From an optimization exercise on the open Yosys and OpenROAD flow, aimed at small area, a short achievable clock period and few clock cycles; shortcuts taken in it are not production practice.
In this exercise RTL edits were held to simulation tests only and were not proved equivalent to the original.
Power and IR drop assume default switching activity.

== main ==
## anc_w334_to_gump
module anc_w334_to_gump (
    input  wire        clk,
    input  wire        rst,
    input  wire        in_valid,
    output wire        in_ready,
    input  wire [31:0] in_data,
    input  wire        in_two,
    input  wire        in_last,
    input  wire [12:0] in_loc,
    output wire        out_valid,
    input  wire        out_ready,
    output wire [31:0] out_data,
    output wire [1:0]  out_cnt
);
    localparam S  = 133;         
    localparam [7:0] SM1 = S - 1;
    localparam [7:0] TAP = S - 3;   
    reg  [15:0] ring [0:S-1];
    wire [15:0] rw = ring[S-1];      
    wire [15:0] rt = ring[TAP];      
    function [7:0] modinc(input [7:0] x);
        modinc = (x == SM1) ? 8'd0 : x + 8'd1;
    endfunction
    reg [12:0] q_loc0, q_loc1;
    reg [7:0]  qa1;
    reg [1:0]  q_cnt;
    reg [7:0]  hage;
    reg        hread;            
    reg        patch;            
    reg        h_tap;            
    wire       patch0 = patch && (hage[7:3] == 5'd0);
    wire [15:0] ploc  = {3'b000, q_loc0};
    reg  [7:0] p_r;                  
    reg        r_at;                 
    reg  [7:0] occ;                  
    reg        occ_z, occ_S;         
    reg  [5:0] ccnt;                 
    reg        c_z;                  
    reg  [1:0] rj;                   
    reg        r_start;              
    reg  [7:0] rleft;                
    reg        rpar;                 
    reg  [7:0] rsum;
    reg  [6:0] rline;
    reg  [16:0] oq0, oq1;
    reg        oq_w, oq_r;           
    reg  [1:0] oq_n;                 
    reg        ovalid;               
    reg  [16:0] ohead;
    wire r_byp   = r_start && c_z && h_tap;
    wire r_ok    = !r_start || !c_z || h_tap;
    wire rd      = r_at && !occ_z && r_ok && (oq_n != 2'd2);
    wire r_fin   = (rj == 2'd3) && (rleft == 8'd1);
    wire [12:0] rloc = c_z ? q_loc0 : rt[12:0];
  ...
export LEC_CHECK = 0
export ABC_CLOCK_PERIOD_IN_PS = 3000
export CAP_MARGIN = 20
export CORE_MARGIN = 2
export CORE_UTILIZATION = 60
export CTS_CLUSTER_DIAMETER = 100
export CTS_CLUSTER_SIZE = 26
export SLEW_MARGIN = 20
create_clock -name core_clock -period 10.0 [get_ports {clk}]
standard.sh (not shown) runs the stock make flow with config.mk's settings and CLKGATE_MAP_FILE= SYNTH_SCRIPT=/design/flow/synth_recipe.tcl, a recipe that flattens the netlist after the stock synthesis.
==> flow/flow/run.sh <==
#!/bin/bash
set -euo pipefail
export SETUP_SLACK_MARGIN=7.0
export BUFFER_PORTS_ARGS="-buffer_cell sky130_fd_sc_hd__buf_4"
bash standard.sh > standard.log 2>&1
Testbench counts of main, summed over its fixed seeds: cycles 17,261.
### main -> the feature branch
Settings: ABC_CLOCK_PERIOD_IN_PS: 3000 -> unset; ABC_AREA: unset -> 1.
diff --git a/flow/flow/run.sh b/flow/flow/run.sh
--- a/flow/flow/run.sh
+++ b/flow/flow/run.sh
@@ -3 +3 @@
-export SETUP_SLACK_MARGIN=7.0
+export SETUP_SLACK_MARGIN=7.2
==> notes.md <==
Measured against each other, the feature branch and main differ in half-perimeter wire length of the detailed placement result, the lower figure coming from the feature branch.
Looking at critical setup path kind, the flop to flop result is from the feature branch; the flop to primary output one comes from main.
The higher non-clock buffer count of the feature branch and main is in the feature branch.
The feature branch vs main — met3 wire length rose 93 µm.
The feature branch ended up with more standard cells than main.
The feature branch ended up with a lower share of the core filled with cells than main did.
Tap cell count up 11 in the feature branch wrt main
Critical path depth was higher in the run labelled the feature branch.
Summary of the feature branch over main: count of different cell masters after synthesis fell by about 14%; final setup slack of the worst path went down by 0.025 ns.
Against main, met1 layer wirelength in the final routing in the feature branch rose slightly.

---

anc_w334_to_gump again, from the RTL that the note above started with.
export LEC_CHECK = 0
export ABC_CLOCK_PERIOD_IN_PS = 3000
export CAP_MARGIN = 20
export CORE_MARGIN = 2
export CORE_UTILIZATION = 60
export CTS_CLUSTER_DIAMETER = 100
export CTS_CLUSTER_SIZE = 26
export SETUP_SLACK_MARGIN = 5
export SLEW_MARGIN = 20
create_clock -name core_clock -period 10.0 [get_ports {clk}]
run.sh (not shown) runs the stock make flow with config.mk's settings and CLKGATE_MAP_FILE= SYNTH_SCRIPT=/design/flow/synth_recipe.tcl, a recipe that flattens the netlist after the stock synthesis.
Stock flow here: none of the scripts above is used.
Testbench counts at the start, summed over its fixed seeds: cycles 17,261.
Next try:
==> flow/flow/run.sh (new file) <==
#!/bin/bash
set -euo pipefail
export SETUP_SLACK_MARGIN=7.2
export BUFFER_PORTS_ARGS="-buffer_cell sky130_fd_sc_hd__buf_4"
bash standard.sh > standard.log 2>&1
==> flow/standard.sh (new file) <==
#!/bin/bash
# synth_recipe.tcl (not shown) runs the flow's synth.tcl, then flattens the netlist and writes it again
# the make line also repeats each setting of config.mk as NAME=value (left out here)
make -C /OpenROAD-flow-scripts/flow DESIGN_CONFIG=/design/flow/config.mk WORK_HOME=/design/flow/orfs CLKGATE_MAP_FILE= SYNTH_SCRIPT=/design/flow/synth_recipe.tcl "${@:-finish}"
Settings changed: CORE_UTILIZATION 60 to 75, PLACE_DENSITY set to 0.85, SETUP_SLACK_MARGIN 5 to unset.
removed: flow/run.sh
- worst setup slack improves by 0.95 ns
- via count goes up by 10%
- clock skew goes up by 0.024 ns
- cell area goes up by 1.3%
- wire length goes up by 34%
- non-clock buffer count goes up by 75
- global-route usage goes up by 11 points
- first-iteration DRC count goes up by 66%
- area after synthesis is unchanged
- final cell count goes down by 2.9%
- critical path depth goes down by 4
Next try:
--- a/flow/flow/run.sh
+++ b/flow/flow/run.sh
@@ -4,0 +5 @@
+export CTS_ARGS="-sink_clustering_enable -repair_clock_nets -sink_clustering_size 16 -sink_clustering_max_diameter 80 -buf_list sky130_fd_sc_hd__clkbuf_8 -root_buf sky130_fd_sc_hd__clkbuf_16"
Settings changed: CORE_UTILIZATION 75 to 60, PLACE_DENSITY 0.85 to unset.
=> The new run ran to the end with no violations. Critical path depth fell by 10. Design area is about the same. Flip-flop and latch count does not change. Sequential share of layout area increases by 0.13 points. Power shrinks by 3.4%.

---

## lagoon
Starting RTL as in the previous note.
Design anc_w334_to_gump, start of the top module:
module anc_w334_to_gump (
    input  wire        clk,
    input  wire        rst,
    input  wire        in_valid,
    output wire        in_ready,
    input  wire [31:0] in_data,
    input  wire        in_two,
    input  wire        in_last,
    input  wire [12:0] in_loc,
    output wire        out_valid,
    input  wire        out_ready,
    output wire [31:0] out_data,
    output wire [1:0]  out_cnt
);
clock: 10.0 ns
lec_check: 0
abc_clock_period_in_ps: 3000
cap_margin: 20
core_margin: 2
core_utilization: 60
cts_cluster_diameter: 120
cts_cluster_size: 28
slew_margin: 20
standard.sh (not shown) runs the stock make flow with config.mk's settings and CLKGATE_MAP_FILE= SYNTH_SCRIPT=/design/flow/synth_recipe.tcl, a recipe that flattens the netlist after the stock synthesis.
==> flow/flow/run.sh <==
#!/bin/bash
set -euo pipefail
export SETUP_SLACK_MARGIN=7.2
export BUFFER_PORTS_ARGS="-buffer_cell sky130_fd_sc_hd__buf_4"
bash standard.sh > standard.log 2>&1
Testbench counts of lagoon, summed over its fixed seeds: cycles 17,261.
Relative to lagoon, the following input files were edited for delta:
- swapping 28 for 12 in CTS_CLUSTER_SIZE
- swapping 120 for 60 in CTS_CLUSTER_DIAMETER
Worst-case setup margin in the final layout in delta vs lagoon: down 60 ps. Sort delta and lagoon by met1 track utilization from global routing, ascending, and lagoon comes first. Compared with lagoon, in delta clock network fraction of total power now larger, slew at the pin closest to its max-slew limit now larger, area added between synthesis and finish now larger.

==> afterwards: timing with drivers on the ports <==
The results above use ideal ports. As a check the final layouts listed here were re-extracted and re-timed, cells and wires unchanged. Step 1: set_driving_cell puts a clkbuf_16 on clk and a buf_2 on each other input, an assumption about the parent block. Step 2, shift: input delay + t, output delay - t, t = (earliest + latest rising clock arrival at the registers) / 2. This alone moves slack from input paths to output paths. Slacks: ideal / step 1 / step 2; pairs: ideal / step 1.
run | t, ns | slack for setup (ns) | hold WS [ns] | worst setup path at the end
main | 0.764 | 6.850 / 6.787 / 6.464 | 0.307 / 0.307 / 0.307 | input to register
the feature branch | 0.764 | 6.825 / 6.774 / 6.612 | 0.319 / 0.319 / 0.319 | input to register
the first run of note 2 | 0.762 | 5.809 / 5.809 / 5.745 | 0.320 / 0.320 / 0.320 | input to register
the second run of note 2 | 0.774 | 6.764 / 6.740 / 6.627 | 0.316 / 0.316 / 0.316 | input to register
the third run of note 2 | 0.796 | 6.817 / 6.746 / 6.536 | 0.312 / 0.312 / 0.312 | input to register
lagoon | 0.768 | 6.849 / 6.779 / 6.687 | 0.316 / 0.316 / 0.316 | input to register
delta | 0.845 | 6.789 / 6.718 / 6.468 | 0.305 / 0.305 / 0.305 | input to register
After both steps setup and hold are still met in every run listed. The setup slack of main, which loses most, moves by -0.063 ns with the drivers and by -0.386 ns with both steps.
